From an optimization exercise on the open Yosys and OpenROAD flow, aimed at small area; shortcuts taken in it are not production practice.
Function was checked by simulation only, so behaviour that the tests miss may differ from the original.
Power and IR drop assume default switching activity.

## design/flow/design.v

```verilog
module pc_crc16_step (
  input  wire [15:0] crc_in,
  input  wire [7:0]  data,
  output wire [15:0] crc_out
);
  wire [7:0] t = crc_in[15:8] ^ data;
  wire [7:0] x = t ^ {4'h0, t[7:4]};
  assign crc_out = {crc_in[7:0], 8'h00} ^ {x[3:0], 12'h000} ^ {3'b000, x, 5'h00} ^ {8'h00, x};
endmodule
module pc_crc16_frame #(
  parameter [15:0] CRC_INIT = 16'hFFFF,
  parameter [7:0]  B0       = 8'hCC,
  parameter [7:0]  B1       = 8'h01
) (
  input  wire [7:0]  b2,
  input  wire [7:0]  b3,
  input  wire [7:0]  b4,
  output wire [15:0] crc
);
  wire [15:0] c1, c2, c3, c4;
  pc_crc16_step u_s0 (.crc_in(CRC_INIT), .data(B0), .crc_out(c1));
  pc_crc16_step u_s1 (.crc_in(c1),       .data(B1), .crc_out(c2));
  pc_crc16_step u_s2 (.crc_in(c2),       .data(b2), .crc_out(c3));
  pc_crc16_step u_s3 (.crc_in(c3),       .data(b3), .crc_out(c4));
  pc_crc16_step u_s4 (.crc_in(c4),       .data(b4), .crc_out(crc));
endmodule
module pitchcomm_engine (
  input  wire        clk,
  input  wire        rst,         
  input  wire        bus_valid,
  input  wire        bus_write,
  input  wire [7:0]  bus_addr,
  input  wire [3:0]  bus_be,
  input  wire [31:0] bus_wdata,
  output reg  [31:0] bus_rdata,
  output reg         bus_fault
);
  localparam [7:0]  MAGIC        = 8'hCC;
  localparam [7:0]  VERSION      = 8'h01;
  localparam [15:0] CRC_INIT     = 16'hFFFF;
  localparam [31:0] DEDUP_WINDOW = 32'd500;
  localparam [31:0] CONFIG_VAL   = 32'h0001CC73;
  localparam [2:0] S_OK          = 3'd0;
  localparam [2:0] S_BAD_LENGTH  = 3'd1;
  localparam [2:0] S_BAD_MAGIC   = 3'd2;
  localparam [2:0] S_VERSION     = 3'd3;
  localparam [2:0] S_CHECKSUM    = 3'd4;
  localparam [2:0] S_DUPLICATE   = 3'd5;
  localparam [2:0] S_ILLEGAL     = 3'd7;
  reg [15:0] ck_acc;
  reg [7:0]  txseq;
  reg        tx_ok;                  
  reg [7:0]  txb2, txb3, txb4;       
  reg [7:0]  rxbuf [0:7];
  reg [31:0] rxlen;
  reg        rx_ok;                  
  reg [7:0]  rx_cmd, rx_code, rx_seq;
  reg [31:0] now;
  reg        valid;                  
  reg [7:0]  last_seq, last_cmd;
  reg [31:0] last_time;
  reg [2:0]  result;
  reg        err;
  wire [5:0] widx = bus_addr[7:2];
  wire rd_map = (widx != 6'd0) && (widx <= 6'd11 || (widx >= 6'd16 && widx <= 6'd31));
  wire wr_map = (widx == 6'd0) || (widx == 6'd8) || (widx == 6'd9) ||
                (widx >= 6'd24 && widx <= 6'd31);
  wire acc_ok = (bus_be == 4'b1111) && (bus_addr[1:0] == 2'b00) &&
                (bus_write ? wr_map : rd_map);
  wire fault_now = bus_valid && !acc_ok;
  wire wr_ok     = bus_valid && bus_write && acc_ok;
  always @* bus_fault = fault_now;
  wire we_cmd   = wr_ok && !bus_addr[5];
  wire we_now   = wr_ok && !bus_addr[6] && bus_addr[5] && !bus_addr[2];
  wire we_rxlen = wr_ok && !bus_addr[6] && bus_addr[2];
  wire we_rxbuf = wr_ok && bus_addr[6];
  wire [7:0] op   = bus_wdata[31:24];
  wire [7:0] op_a = bus_wdata[23:16];
  wire [7:0] op_b = bus_wdata[15:8];
  wire [7:0] op_c = bus_wdata[7:0];
  wire za = (op_a == 8'h00);
  wire zb = (op_b == 8'h00);
  wire zc = (op_c == 8'h00);
  wire is_nop      = (op == 8'h00) && za && zb && zc;
  wire is_ck_init  = (op == 8'h01) && za && zb && zc;
  wire is_ck_upd   = (op == 8'h02) && za && zb;
  wire is_enc_next = (op == 8'h10) && zc;
  wire is_enc_seq  = (op == 8'h11);
  wire is_seq_load = (op == 8'h12) && za && zb;
  wire is_decode   = (op == 8'h20) && za && zb && zc;
  wire is_admit    = (op == 8'h30) && zb;
  wire is_legal    = is_nop | is_ck_init | is_ck_upd | is_enc_next | is_enc_seq |
                     is_seq_load | is_decode | is_admit;
  wire        crc_tx = bus_addr[6];    
  wire [15:0] fcrc;
  pc_crc16_frame #(.CRC_INIT(CRC_INIT), .B0(MAGIC), .B1(VERSION)) u_fcrc (
    .b2(crc_tx ? txb2 : rxbuf[2]),
    .b3(crc_tx ? txb3 : rxbuf[3]),
    .b4(crc_tx ? txb4 : rxbuf[4]),
    .crc(fcrc)
  );
  wire [15:0] ck_next;
  pc_crc16_step u_ck_step (.crc_in(ck_acc), .data(op_c), .crc_out(ck_next));
  wire [7:0] txseq_cy = {txseq_cy[6:0] & txseq[6:0], 1'b1};
  wire [7:0] txseq_inc = txseq ^ txseq_cy;
  wire [2:0] dec_result =
      (rxlen != 32'd7)                  ? S_BAD_LENGTH :
      (rxbuf[0] != MAGIC)               ? S_BAD_MAGIC  :
      (rxbuf[1] != VERSION)             ? S_VERSION    :
      (fcrc != {rxbuf[5], rxbuf[6]})    ? S_CHECKSUM   : S_OK;
  wire [31:0] tx_x = now ^ last_time;
  wire [9:0]  bw;                      
  wire [8:0]  dlo;                     
  wire [32:9] cy;                      
  wire [31:9] mis;
  assign bw[0] = 1'b0;
  genvar g;
  generate
    for (g = 0; g < 9; g = g + 1) begin : g_lo
      assign dlo[g]  = tx_x[g] ^ bw[g];
      assign bw[g+1] = tx_x[g] ? last_time[g] : bw[g];
    end
    for (g = 9; g < 32; g = g + 1) begin : g_hi
      assign mis[g]  = tx_x[g] ^ cy[g];
      assign cy[g+1] = cy[g] & last_time[g];
    end
  endgenerate
  assign cy[9] = bw[9];
  wire in_window = ~(&dlo[8:4] & (dlo[3] | dlo[2])) & ~|mis;
  wire is_dup = valid && (op_c == last_seq) && (op_a == last_cmd) && in_window;
  wire do_ck   = we_cmd && (is_ck_init || is_ck_upd);
  wire do_seq  = we_cmd && (is_seq_load || is_enc_next);
  wire do_enc  = we_cmd && (is_enc_next || is_enc_seq);
  wire do_rx   = we_cmd && is_decode && (dec_result == S_OK);
  wire do_adm  = we_cmd && is_admit && !is_dup;
  wire [2:0] cmd_result =
      !is_legal           ? S_ILLEGAL   :
      is_decode           ? dec_result  :
      (is_admit && is_dup) ? S_DUPLICATE : S_OK;
  wire [31:0] wd_m   = bus_wdata & {32{~rst}};
  wire        ck_set = rst | is_ck_init;
  wire        seq_inc = is_enc_next & ~rst;
  always @(posedge clk)
    if (rst | do_ck)
      ck_acc <= ck_next | {16{ck_set}};
  always @(posedge clk)
    if (rst | do_seq)
      txseq <= seq_inc ? txseq_inc : wd_m[7:0];
  always @(posedge clk)
    if (rst | do_enc)
      tx_ok <= ~rst;
  always @(posedge clk)
    if (do_enc) begin
      txb2 <= op_a;
      txb3 <= op_b;
      txb4 <= is_enc_next ? txseq_inc : op_c;
    end
  integer i;
  always @(posedge clk)
    for (i = 0; i < 8; i = i + 1)
      if (rst | (we_rxbuf && bus_addr[4:2] == i))
        rxbuf[i] <= wd_m[7:0];
  always @(posedge clk)
    if (rst | we_rxlen)
      rxlen <= wd_m;
  always @(posedge clk)
    if (rst | we_now)
      now <= wd_m;
  always @(posedge clk)
    if (rst | do_rx)
      rx_ok <= ~rst;
  always @(posedge clk)
    if (do_rx) begin
      rx_cmd  <= rxbuf[2];
      rx_code <= rxbuf[3];
      rx_seq  <= rxbuf[4];
    end
  always @(posedge clk)
    if (rst | do_adm)
      valid <= ~rst;
  always @(posedge clk)
    if (do_adm) begin
      last_seq  <= op_c;
      last_cmd  <= op_a;
      last_time <= now;
    end
  always @(posedge clk)
    if (rst | we_cmd)
      result <= cmd_result & {3{~rst}};
  always @(posedge clk)
    err <= ~rst & (err | fault_now | (we_cmd & ~is_legal));
  wire [2:0] bi = bus_addr[4:2];
  reg [7:0] txbyte;
  always @* begin
    case (bi)
      3'd0: txbyte = MAGIC;
      3'd1: txbyte = VERSION;
      3'd2: txbyte = txb2;
      3'd3: txbyte = txb3;
      3'd4: txbyte = txb4;
      3'd5: txbyte = fcrc[15:8];
      3'd6: txbyte = fcrc[7:0];
      default: txbyte = 8'h00;
    endcase
  end
  wire [31:0] status_w = {23'h0, err, 4'b0000, result[2] & result[1], result};
  wire [31:0] rxf_w    = {8'h0, rx_cmd, rx_code, rx_seq} & {32{rx_ok}};
  wire [31:0] dds_w    = {15'h0, valid, last_cmd, last_seq} & {32{valid}};
  wire [31:0] ddt_w    = last_time & {32{valid}};
  always @* begin
    if (bus_addr[6])                       
      bus_rdata = {24'h0, bus_addr[5] ? rxbuf[bi] : (txbyte & {8{tx_ok}})};
    else if (bus_addr[5])                  
      case (bus_addr[3:2])
        2'd0: bus_rdata = now;
        2'd1: bus_rdata = rxlen;
        2'd2: bus_rdata = dds_w;
        default: bus_rdata = ddt_w;
      endcase
    else
      case (bi)
        3'd0, 3'd1: bus_rdata = status_w;   
        3'd2: bus_rdata = CONFIG_VAL;
        3'd3: bus_rdata = DEDUP_WINDOW;
        3'd4: bus_rdata = {16'h0, CRC_INIT};
        3'd5: bus_rdata = {16'h0, ck_acc};
        3'd6: bus_rdata = {24'h0, txseq};
        default: bus_rdata = rxf_w;
      endcase
  end
endmodule
```

## design/flow/run.sh

```bash
#!/bin/bash
# synth_recipe.tcl (not shown) runs the flow's synth.tcl, then flattens the netlist and writes it again
# the make line also repeats each setting of config.mk as NAME=value (left out here)
make -C /OpenROAD-flow-scripts/flow DESIGN_CONFIG=/design/flow/config.mk WORK_HOME=/design/flow/orfs CLKGATE_MAP_FILE= SYNTH_SCRIPT=/design/flow/synth_recipe.tcl finish
```

## design/flow/config.mk

```make
export PLATFORM = sky130hd
export DESIGN_NAME = pitchcomm_engine
export DESIGN_NICKNAME = pitchcomm_engine
export VERILOG_FILES = /design/flow/design.v
export SDC_FILE = /design/flow/constraint.sdc
export NUM_CORES = 4
export LEC_CHECK = 0
export CAP_MARGIN = 20
export CORE_MARGIN = 2
export CORE_UTILIZATION = 40
export CTS_BUF_LIST = sky130_fd_sc_hd__clkbuf_4
export SLEW_MARGIN = 20
```

## design/flow/constraint.sdc

```tcl
create_clock -name core_clock -period 8.0 [get_ports {clk}]
set_input_delay 1.6000 -clock core_clock [delete_from_list [all_inputs] [get_ports {clk}]]
set_output_delay 1.6000 -clock core_clock [all_outputs]
set_load 0.01 [all_outputs]
```

==> results of run 1 <==
==> worst paths after layout <==
check                                 start      endpoint  slack, ns  cells after the start
worst max register to register  rxbuf[2][5]         rx_ok       3.08                     11
worst min-delay path            rxbuf[4][3]     rx_seq[3]       0.47                      0
worst max-delay path            bus_addr[6]  bus_rdata[6]       0.75                     14
worst min register to register  rxbuf[4][3]     rx_seq[3]       0.47                      0
==> power groups by stage <==
stage	Clock, W	Combinational [W]	Sequential (W)
2_1_floorplan	0	0.000542	0.00163
3_3_place_gp	0	0.000774	0.00167
3_5_place_dp	0	0.000772	0.00167
4_1_cts	0.00124	0.000778	0.00164
5_1_grt	0.00130	0.000844	0.00165
6_report	0.00122	0.000785	0.00164
==> cells by family after synthesis <==
| logic type | count (synthesis) | share of synthesized area [%] |
|---|---|---|
| AND/OR/NAND/NOR | 369 | 13.5 |
| AO/OA/AOI/OAI | 277 | 12.9 |
| flip-flops | 255 | 53.9 |
| XOR/XNOR | 158 | 11.0 |
| buffers and inverters | 82 | 2.25 |
| multiplexers | 77 | 5.86 |
| adder cells (fa/ha/maj) | 9 | 0.740 |
==> layout make-up <==
cell class | count | area (µm²)
Fill cell | 3332 | 18800
Sequential cell | 255 | 7650
Multi-Input combinational cell | 890 | 6240
Timing Repair Buffer | 103 | 961
Clock buffer | 97 | 728
Tap cell | 461 | 577
Clock inverter | 29 | 189
Inverter | 22 | 82.6
Antenna cell | 1 | 2.50
==> worst max-delay path, cell delays in order <==
cell	delay [ns]
clkdlybuf4s50_1	0.45
inv_2	0.37
buf_4	0.36
mux2i_1	0.28
xnor2_1	0.16
xnor2_1	0.14
buf_4	0.21
xor2_1	0.47
xnor2_1	0.15
o221ai_1	0.22
a31oi_1	0.10
o221a_1	0.28
a21oi_1	0.24
clkdlybuf4s50_1	0.61
==> layout by cell type, fill, tap and decap left out, drive strengths merged, types with 6 or more instances in the layout <==
| cell type | n |
|---|---|
| clkdlybuf4s50 | 77 |
| nand2 | 97 |
| inv | 22 |
| or4 | 7 |
| a221oi | 11 |
| a21oi | 58 |
| o221ai | 21 |
| nor2 | 73 |
| nor4 | 19 |
| xnor3 | 9 |
| clkbuf | 97 |
| nand3b | 6 |
| ha | 6 |
| nand3 | 27 |
| o21ai | 68 |
| a31oi | 24 |
| edfxtp | 254 |
| xnor2 | 96 |
| nor2b | 51 |
| and2 | 13 |
| mux2i | 66 |
| or2 | 7 |
| buf | 26 |
| nand4 | 10 |
| nand2b | 13 |
| nor3b | 11 |
| a211oi | 12 |
| nor3 | 12 |
| xor2 | 53 |
| and3 | 11 |
| clkinv | 25 |
| o22ai | 9 |
| a21o | 12 |
| mux2 | 10 |
| a22oi | 12 |
==> layer usage <==
| metal | wire length [µm] | track usage [%] |
|---|---|---|
| met5 | 0 | 0 |
| met4 | 1860 | 11.2 |
| met3 | 4120 | 4.11 |
| met2 | 23000 | 43.2 |
| met1 | 20300 | 35.8 |
==> synthesized netlist by cell type (4+ instances only) <==
cell type / instances / area share [%]
nand2_1: 97 / 2.6
o21ai_1: 7 / 0.25
nor3_1: 12 / 0.42
a211oi_1: 12 / 0.63
a31oi_1: 24 / 1.1
nor4_1: 18 / 0.79
a21o_1: 12 / 0.63
xor2_1: 53 / 3.3
or2_2: 5 / 0.22
a221oi_1: 11 / 0.68
nor2_1: 73 / 1.9
xnor2_2: 4 / 0.46
or4_1: 6 / 0.32
o22ai_1: 9 / 0.40
clkbuf_1: 42 / 1.1
xnor2_1: 91 / 5.6
inv_1: 18 / 0.48
o211ai_1: 5 / 0.26
nor2b_1: 51 / 2.2
buf_1: 13 / 0.34
o21ai_0: 61 / 2.1
a21oi_1: 58 / 2.0
edfxtp_1: 254 / 54
nand4_1: 10 / 0.44
a22oi_1: 12 / 0.63
nand3_1: 27 / 0.95
a221o_1: 4 / 0.28
and3_1: 11 / 0.48
mux2_2: 10 / 0.79
and2_1: 13 / 0.57
xnor3_1: 9 / 1.4
nand3b_1: 6 / 0.32
mux2i_1: 61 / 4.3
ha_1: 6 / 0.53
o221ai_1: 21 / 1.3
nand2b_1: 13 / 0.57
nor3b_1: 11 / 0.58
==> through the flow <==
stage               hold slack, ns  total power [W]  utilization, %  worst slack (ns)  cell area (µm²)
floorplan                    0.421          0.00217               -              2.26            14200
global placement             0.442          0.00244            44.0             0.847            15500
CTS                          0.468          0.00366            46.6             0.809            16400
global route                 0.494          0.00379            46.7             0.590            16400
finish                       0.467          0.00365            46.7             0.754            16400
detailed placement           0.454          0.00244            44.0             0.838            15500
==> registers in the layout, summed over array words and instances (netlist names), 3 cells and up <==
| register | cells |
|---|---|
| rx_seq | 8 |
| result | 3 |
| ck_acc | 16 |
| now | 32 |
| rxlen | 32 |
| txseq | 8 |
| rx_code | 8 |
| txb2 | 8 |
| txb4 | 8 |
| rxbuf | 64 |
| txb3 | 8 |
| last_seq | 8 |
| last_cmd | 8 |
| last_time | 32 |
| rx_cmd | 8 |
==> notes.md, run 1 <==
endpoints failing hold=0; first-pass GRT wire length=around 71 mm; combinational group share of total power=21.5%; fmax=0.138 GHz; sw frac=30.5%; die width=roughly 190 µm; post-synthesis register bit count=approximately 260; Crit path arrival time=around 5.7 ns; power per cell area=between 200 and 250 nW/µm²; syn avg cell area=11.6 µm²; synthesized cell area=about 14000 µm²; clock sink count=around 260; sequential cell area fraction in the yosys report=a little over half; asr flop ratio synth=0%; Final Critical Period=around 7.2 ns; Longest Clk Path Bufs=3; status=no timing/DRC/antenna violations; Fin Clk Skew=between 0.06 and 0.07 ns; vias in the first global route=roughly 11000; TNS Setup=0 ns; largest net degree at the start of global routing=60; row count=between 60 and 70; synthesis-to-finish area growth=15.7%; CTS tree=yes; Max VDD drop=0.000119 V; Die Height=approximately 190 µm; Syn Nets=~1300; CTS resizes=0; sw power=0.00111 W; # setup viols final=0; Flop pwr share=45.1%; Worst Setup End Kind=output pin; placed insts=1730; clk latency of the worst-skew pair=around 0.75 ns; period utilization=between 90% and 100%; routed vias/inst=roughly 6; Distinct cells, synth=80; die area=37000 µm²; initial antenna violation count=2; GRT Util Overall=roughly a quarter; RePlAce Congestion=0.954; Slew Limit Headroom=about 17%; Syn Inst Count=about 1200; Max Slew Vio Count=0; via total after detailed routing=about 11000; Ys Warns=2; Worst-path clk slew=roughly 0.06 ns; Initial Utilization=between 40% and 50%; Post-DRT Antenna Nets=0; CTS Root Cell=clkbuf_4; grt total ovfl=0; Post-synth EDFFs=between 200 and 300; first drt pass iteration count=8; share of cells above drive strength 1=around an eighth; critical path fanouts, max=15; Internal=~0.0025 W; critical setup path kind=input pin to output pin; WL/cell=~26 µm; CP required=~6.4 ns; RSZ-0062 raised after global routing=no; Hold-fix buffers, CTS=0; Top-Level Pins=just over 80; PortBufs=80; CORE AREA=roughly 35000 µm²; drt total wl=49.2 mm; Num CTS Buffers=just over 70; nets@finish=roughly 1400; max cap viols=0; DRC=0; Least-Margin Pin Slew=approximately 1.2 ns; Post-DP HPWL=about 36 mm; fin cells=approximately 1900; startpoint types=input pin; Clk network pwr share=between 30% and 40%; hold crit path type=flip-flop to flip-flop; First DRT Iteration DRCs=1167; leakage power=5.67 nW; H-tree lvl count=3; predominant post-synthesis flop cell=edfxtp_1; # Post-CTS Setup Buffers=0
==> run 2: changes to the inputs <==
--- a/design/flow/config.mk
+++ b/design/flow/config.mk
@@ -8,5 +8,4 @@
 export CAP_MARGIN = 20
 export CORE_MARGIN = 2
 export CORE_UTILIZATION = 40
-export CTS_BUF_LIST = sky130_fd_sc_hd__clkbuf_4
 export SLEW_MARGIN = 20
==> run 2 against run 1 <==
Compared with the run above:
- critical endpoint unchanged
- combinational power is essentially flat
- critical path depth is the same
- non-clock buffer count shrank 1
- global-route usage shrank 0.45 points
==> notes.md, run 2 <==
status=no timing/DRC/antenna violations; first drt pass iteration count=6; critical path fanouts, max=15; R2R cell count=11; via total after detailed routing=around 11000; CP required=roughly 6.4 ns; die width=192 µm; RSZ-0062 raised after global routing=no; die area=between 30000 and 40000 µm²; share of cells above drive strength 1=approximately 7.4%; Die Height=around 190 µm; WL/cell=27.5 µm; commonest non-fill, non-tap cell in the layout=edfxtp_1; Max Slew Vio Count=0; clk latency of the worst-skew pair=between 0.5 and 0.6 ns; startpoint types=input pin; asr flop ratio synth=0%; hold crit path type=flip-flop to flip-flop; Biggest register=rxbuf; max cap viols=0; Max VDD drop=approximately 0.00016 V; GRT Util Overall=roughly a quarter; WHS Path Cells=0; First DRT Iteration DRCs=1130; Fin Clk Skew=between 0.01 and 0.015 ns; post-synthesis register bit count=around 260; Syn Nets=between 1000 and 1500; most common cell in the synthesized netlist=edfxtp_1; period utilization=91.2%; Worst-path clk slew=approximately 0.06 ns; Post-synth EDFFs=254; Reg-to-Reg End=rx_ok; synthesized cell area=14200 µm²; grt total ovfl=0; RePlAce Congestion=approximately 0.95; CTS tree=yes; sequential cell area fraction in the yosys report=between 50% and 60%; CTS Root Cell=clkbuf_16; reg-to-reg startpoint=rxbuf[2][5]; PortBufs=80; Worst Setup End Kind=output pin; Tot Pwr=0.00366 W; fmax=about 0.14 GHz; syn avg cell area=around 12 µm²; Hold-fix buffers, CTS=0; Yosys top cell area share=a little over half; Post-DRT Antenna Nets=0; Final Critical Period=~7.3 ns; leakage power=5.55 nW; row count=approximately 70; Ys Warns=2; power per cell area=224 nW/µm²; endpoints failing hold=0; drt total wl=48.8 mm; routed vias/inst=6.14; Post-DP HPWL=between 30 and 40 mm; first-pass GRT wire length=approximately 70 mm; # Post-CTS Setup Buffers=0; Syn Inst Count=1227; dominant cell type by area after synthesis=edfxtp_1; CTS resizes=0; fillers=approximately 3300; H-tree lvl count=1; Top-Level Pins=81; Num CTS Buffers=27; CORE AREA=35200 µm²; Initial Utilization=~40%; vias in the first global route=about 10000; critical setup path kind=input pin to output pin; Longest Clk Path Bufs=3; # setup viols final=0; Crit path arrival time=roughly 5.7 ns; Least-Margin Pin Slew=1.17 ns; synthesis-to-finish area growth=15.1%; clock sink count=255; TNS Setup=0 ns; largest net degree at the start of global routing=60; initial antenna violation count=1; Worst Setup SP=bus_addr[6]; predominant post-synthesis flop cell=edfxtp_1; dominant cells by area after synthesis=edfxtp_1 (54%), xnor2_1 (5.6%), mux2i_1 (4.3%); most frequent cells in the layout=edfxtp_1 (254), nand2_1 (97), xnor2_1 (91); most common library cells after synthesis=edfxtp_1 (254), nand2_1 (97), xnor2_1 (91), nor2_1 (73); Slew Limit Headroom=approximately 22%; nets@finish=about 1400; CP Capture Point=bus_rdata[6]; DRC=0; FF-to-FF setup slack=around 3.1 ns; number of flip-flops in the largest register=64; Distinct cells, synth=80; Diodes inserted=0
## run 2: cell counts after synthesis
Identical to the previous run, type by type.
## run 2: kinds of logic after synthesis
group | Yosys count | synth area share, %
simple gates | 369 | 13.5
compound gates | 277 | 12.9
flops | 255 | 53.9
xor+xnor | 158 | 11.0
buf+inv | 82 | 2.25
mux | 77 | 5.86
fa+ha+maj | 9 | 0.740
## run 2: area by class of cell
cell class                 instances  area, µm²  area share, %
sequential                       255       7650           46.8
clock inverter                    12        138          0.842
tap                              461        577           3.53
timing repair buffer             102        953           5.83
clock buffer                      35        706           4.32
multi-input combinational        890       6240           38.2
inverter                          22       82.6          0.505
## run 2: critical path, cell delays in order
cell and delay (ns):
clkdlybuf4s50_1 0.45, inv_2 0.37, buf_4 0.35, mux2i_1 0.29, xnor2_1 0.16, xnor2_1 0.14
buf_4 0.21, xor2_1 0.46, xnor2_1 0.15, o221ai_1 0.22, a31oi_1 0.10, o221a_1 0.28
a21oi_1 0.28, clkdlybuf4s50_1 0.62
## run 2: how the worst min path moves through the flow
stage	startpoint	end	slack, ns
finish	rxbuf[4][3]	rx_seq[3]	0.47
CTS	rxbuf[4][3]	rx_seq[3]	0.47
global placement	rxbuf[4][3]	rx_seq[3]	0.44
global route	err	err	0.50
floorplan	rxbuf[2][5]	rx_cmd[5]	0.42
detailed placement	rxbuf[4][3]	rx_seq[3]	0.45
## run 2: layer usage
metal	track usage [%]	wire length [µm]	vias up
li1	-	-	4790
met1	36.0	20200	5461
met2	42.7	22700	558
met3	3.29	3810	108
met4	10.0	2060	0
met5	0	0	-
## run 2: report_power, final
part	total, W	internal [W]	switching (W)
sequential	0.00164	0.00156	0.0000800
combinational	0.000783	0.000335	0.000449
clock	0.00124	0.000715	0.000520
## run 2: per-stage QoR
stage / setup WS [ns] / instances / cell area, µm² / hold WS (ns) / util, %
2_1_floorplan: 2.26 / 1227 / 14200 / 0.421 / -
3_3_place_gp: 0.847 / 1730 / 15500 / 0.442 / 44.0
3_5_place_dp: 0.838 / 1730 / 15500 / 0.454 / 44.0
4_1_cts: 0.809 / 1777 / 16300 / 0.468 / 46.4
5_1_grt: 0.592 / 1777 / 16300 / 0.499 / 46.4
6_report: 0.706 / 1777 / 16300 / 0.472 / 46.4

[separate check: timing with driven ports]
The flow's constraints put no driver on any port. The routed layouts listed below were extracted and timed again, unchanged, in two steps.
Step 1, drivers: a clkbuf_16 drives clk and a buf_2 each remaining input, both assumed.
Step 2, shift: input delay + t, output delay - t, t = (earliest + latest rising clock arrival at the registers) / 2. This alone moves slack from input paths to output paths.
a / b / c = ideal / step 1 / step 2; a / b = the first two.
| run | t (ns) | slack for setup (ns) | worst setup path at the end | latest minus earliest clock arrival (ns) |
|---|---|---|---|---|
| run 1 | 0.765 | 0.754 / 0.732 / 0.732 | input to output | 0.064 / 0.064 |
| run 2 | 0.595 | 0.706 / 0.684 / 0.684 | input to output | 0.012 / 0.012 |
After both steps every run listed still meets setup and hold.
